What follows belongs to an exercise in optimizing a design on an open flow for small area, a short achievable clock period and few clock cycles per item; a production flow would make more cautious choices.

Setup of rev 12:
==> module mix_fadd_a, before the edit <==
module mix_fadd_a (
    input  wire [30:0] a,
    input  wire [30:0] b,
    input  wire [13:0] o,
    output wire [58:0] f         
);
    wire        a_hi = o[13];
    wire [4:0]  ds   = o[12:8];
    wire [7:0]  e_hi = o[7:0];
    wire        inf_in = (&a[30:23]) | (&b[30:23]);
    wire        na = |a[30:23];
    wire        nb = |b[30:23];
    wire [23:0] m_hi = a_hi ? {na, a[22:0]} : {nb, b[22:0]};
    wire [23:0] m_lo = a_hi ? {nb, b[22:0]} : {na, a[22:0]};
    wire [25:0] l0 = {m_lo, 2'b00};
    wire [25:0] l1 = ds[0] ? {1'b0,  l0[25:2],  l0[1]   | l0[0]} : l0;
    wire [25:0] l2 = ds[1] ? {2'b0,  l1[25:3],  |l1[2:0]}        : l1;
    wire [25:0] l3 = ds[2] ? {4'b0,  l2[25:5],  |l2[4:0]}        : l2;
    wire [25:0] l4 = ds[3] ? {8'b0,  l3[25:9],  |l3[8:0]}        : l3;
    wire [25:0] al = ds[4] ? {16'b0, l4[25:17], |l4[16:0]}       : l4;
    assign f = {inf_in, e_hi, m_hi, al};
endmodule
==> module chord_mixer, before the edit <==
module chord_mixer (
    input  wire        clk,
    input  wire        rst,
    input  wire        in_valid,
    output wire        in_ready,
    input  wire [1:0]  in_n,
    input  wire [31:0] in_s0,
    input  wire [31:0] in_s1,
    input  wire [31:0] in_s2,
    output wire        out_valid,
    input  wire        out_ready,
    output wire [31:0] out_data
);
    reg         v0, v1, v2, v3, v4, v5;
    reg  [1:0]  n0, n1, n2, n3, n4;
    reg  [30:0] x0, x1, x2;          
    reg  [60:0] f1;                  
    reg  [30:0] y1;
    reg  [30:0] s01;                 
    reg  [30:0] y2;
    reg  [60:0] f3;                  
    reg  [30:0] sum;                 
    reg  [30:0] pre;                 
    reg         rup;
    reg         ov, sv;              
    reg  [30:0] od, sd;
    reg         rdy;                 
    wire        adv = ~sv;           
    wire [7:0]  E0, E1, E2, E3;
    wire [13:0] o1, o2;
    wire [60:0] f1_d;
    wire [58:0] f1s;
    wire [30:0] s01_d;
    wire        up1;
    mix_fadd_e  u_e0 (.e(x0[30:23]), .E(E0));
    mix_fadd_e  u_e1 (.e(x1[30:23]), .E(E1));
    mix_fadd_o  u_o1 (.Ea(E0), .Eb(E1), .o(o1));
    mix_fadd_a3 u_a1 (.a(x0), .b(x1), .o(o1), .g(f1_d));
    mix_fadd_s  u_s1 (.g(f1), .f(f1s));
    mix_fadd_b  u_b1 (.f(f1s), .y(s01_d), .up(up1));
    wire [60:0] f3_d;
    wire [58:0] f3s;
    wire [30:0] sum_d;
    wire        up2;
    mix_fadd_e  u_e2 (.e(s01[30:23]), .E(E2));
    mix_fadd_e  u_e3 (.e(y2[30:23]),  .E(E3));
    mix_fadd_o  u_o2 (.Ea(E2), .Eb(E3), .o(o2));
    mix_fadd_a3 u_a2 (.a(s01), .b(y2), .o(o2), .g(f3_d));
    mix_fadd_s  u_s2 (.g(f3), .f(f3s));
    mix_fadd_b  u_b2 (.f(f3s), .y(sum_d), .up(up2));
    wire [30:0] pre_d;
    wire        rup_d;
    mix_fdiv    u_d  (.x(sum), .n(n4), .y(pre_d), .rup(rup_d));
    wire [30:0] res;
    mix_inc31   u_i  (.x(pre), .c(rup), .y(res));
    wire        pop = ov & out_ready;
    wire        sv_d = adv ? (v5 & ov & ~pop) : (sv & ~pop);
    always @(posedge clk) begin
        if (adv) begin
            x0  <= in_s0[30:0];
            x1  <= in_n[1] ? in_s1[30:0] : 31'd0;
            x2  <= (in_n == 2'd3) ? in_s2[30:0] : 31'd0;
            n0  <= in_n;
            f1  <= f1_d;   y1 <= x2;  n1 <= n0;
            s01 <= s01_d;  y2 <= y1;  n2 <= n1;
            f3  <= f3_d;              n3 <= n2;
            sum <= sum_d;             n4 <= n3;
            pre <= pre_d;  rup <= rup_d;
            if (v5 & ov & ~pop)
                sd <= res;
            if (v5 & (~ov | pop))
                od <= res;
        end else if (pop) begin
            od <= sd;
        end
        if (rst) begin
            {v0, v1, v2, v3, v4, v5} <= 6'd0;
            ov  <= 1'b0;
            sv  <= 1'b0;
            rdy <= 1'b1;
        end else begin
            if (adv) begin
                {v0, v1, v2, v3, v4, v5} <= {in_valid, v0, v1, v2, v3, v4};
                ov <= v5 | (ov & ~pop);
            end
            sv  <= sv_d;
            rdy <= ~sv_d;
        end
    end
    assign in_ready  = rdy;
    assign out_valid = ov;
    assign out_data  = {1'b0, od};
endmodule
clock: 14.0 ns
lec_check: 0
abc_area: 1
cap_margin: 20
core_margin: 2
core_utilization: 40
slew_margin: 20
standard.sh (not shown) runs the stock make flow with config.mk's settings and CLKGATE_MAP_FILE= SYNTH_SCRIPT=/design/flow/synth_recipe.tcl, a recipe that flattens the netlist after the stock synthesis.
==> flow/flow/run.sh <==
#!/bin/bash
# Own layout flow: the standard synthesis and layout, with the timing
# repair after placement, clock tree synthesis and global routing aiming for
# more setup slack than the flow settings allow. The clock period and all
# constraints stay those of constraint.sdc. Each step's output goes to a log
# of its own in the work folder (ORFS also keeps its per-step logs under orfs/).
set -euo pipefail
MARGIN=${MARGIN:-9.5}
bash standard.sh synth > synth.log 2>&1
bash standard.sh finish SETUP_SLACK_MARGIN=$MARGIN > layout.log 2>&1
#### Input delta (rev 13 over rev 12)
--- a/flow/design.v
+++ b/flow/design.v
@@ -14,32 +14,10 @@
     wire        a_hi = ~dab[8];
     wire [7:0]  d    = a_hi ? dab[7:0] : dba;
     wire [4:0]  ds   = (|d[7:5]) ? 5'd31 : d[4:0];
     assign o = {a_hi, ds, a_hi ? Ea : Eb};
 endmodule
-module mix_fadd_a (
-    input  wire [30:0] a,
-    input  wire [30:0] b,
-    input  wire [13:0] o,
-    output wire [58:0] f         
-);
-    wire        a_hi = o[13];
-    wire [4:0]  ds   = o[12:8];
-    wire [7:0]  e_hi = o[7:0];
-    wire        inf_in = (&a[30:23]) | (&b[30:23]);
-    wire        na = |a[30:23];
-    wire        nb = |b[30:23];
-    wire [23:0] m_hi = a_hi ? {na, a[22:0]} : {nb, b[22:0]};
-    wire [23:0] m_lo = a_hi ? {nb, b[22:0]} : {na, a[22:0]};
-    wire [25:0] l0 = {m_lo, 2'b00};
-    wire [25:0] l1 = ds[0] ? {1'b0,  l0[25:2],  l0[1]   | l0[0]} : l0;
-    wire [25:0] l2 = ds[1] ? {2'b0,  l1[25:3],  |l1[2:0]}        : l1;
-    wire [25:0] l3 = ds[2] ? {4'b0,  l2[25:5],  |l2[4:0]}        : l2;
-    wire [25:0] l4 = ds[3] ? {8'b0,  l3[25:9],  |l3[8:0]}        : l3;
-    wire [25:0] al = ds[4] ? {16'b0, l4[25:17], |l4[16:0]}       : l4;
-    assign f = {inf_in, e_hi, m_hi, al};
-endmodule
 module mix_fadd_a3 (
     input  wire [30:0] a,
     input  wire [30:0] b,
     input  wire [13:0] o,
     output wire [60:0] g
@@ -264,10 +242,11 @@
     reg  [30:0] pre;                 
     reg         rup;
     reg         ov, sv;              
     reg  [30:0] od, sd;
     reg         rdy;                 
+    reg         ovn;                 
     wire        adv = ~sv;           
     wire [7:0]  E0, E1, E2, E3;
     wire [13:0] o1, o2;
     wire [60:0] f1_d;
     wire [58:0] f1s;
@@ -294,10 +273,11 @@
     mix_fdiv    u_d  (.x(sum), .n(n4), .y(pre_d), .rup(rup_d));
     wire [30:0] res;
     mix_inc31   u_i  (.x(pre), .c(rup), .y(res));
     wire        pop = ov & out_ready;
     wire        sv_d = adv ? (v5 & ov & ~pop) : (sv & ~pop);
+    wire        ov_d = adv ? (v5 | (ov & ~pop)) : ov;
     always @(posedge clk) begin
         if (adv) begin
             x0  <= in_s0[30:0];
             x1  <= in_n[1] ? in_s1[30:0] : 31'd0;
             x2  <= (in_n == 2'd3) ? in_s2[30:0] : 31'd0;
@@ -317,18 +297,19 @@
         if (rst) begin
             {v0, v1, v2, v3, v4, v5} <= 6'd0;
             ov  <= 1'b0;
             sv  <= 1'b0;
             rdy <= 1'b1;
+            ovn <= 1'b1;
         end else begin
-            if (adv) begin
+            if (adv)
                 {v0, v1, v2, v3, v4, v5} <= {in_valid, v0, v1, v2, v3, v4};
-                ov <= v5 | (ov & ~pop);
-            end
+            ov  <= ov_d;
+            ovn <= ~ov_d;
             sv  <= sv_d;
             rdy <= ~sv_d;
         end
     end
     assign in_ready  = rdy;
-    assign out_valid = ov;
+    assign out_valid = ~ovn;
     assign out_data  = {1'b0, od};
 endmodule
[diff] via count, rev 13 relative to rev 12: improvement. There was hardly any difference in effective utilization at floorplan between rev 13 and rev 12. Against rev 12 as the reference, rev 13 delivers a lower final non-filler cell area. Going from rev 12 to rev 13, core utilization of the finished layout fell by 0.45 points, maximum single-stage delay on the critical path stayed essentially flat.
No functional check of the RTL was part of any run of this note.

[re-timing with driven ports]
The results above use ideal ports. As a check the final layouts listed here were re-extracted and re-timed, cells and wires unchanged. Step 1 sets driving cells, clkbuf_16 on the clock port and buf_2 on the other inputs (assumed; they add their load-dependent delay and slew). Step 2 adds t to the input delays and takes it off the output delays; t is the mean of the earliest and latest rising clock arrival at the registers after step 1. Input paths then give back, and output paths get back, about the clock's delay inside the block. Three values: ideal, step 1, step 2; two values: the first two.
run | t, ns | setup WS [ns] | hold WS [ns] | slew at the worst register clock pin (ns)
rev 12 | 0.657 | 9.624 / 9.564 / 9.611 | 0.417 / 0.417 / 0.417 | 0.07 / 0.07
rev 13 | 0.653 | 9.749 / 9.689 / 9.562 | 0.411 / 0.411 / 0.411 | 0.06 / 0.06
After both steps every run listed still meets setup and hold. For rev 13, which loses most, drivers alone change the setup slack by -0.060 ns; drivers and shift together by -0.187 ns.
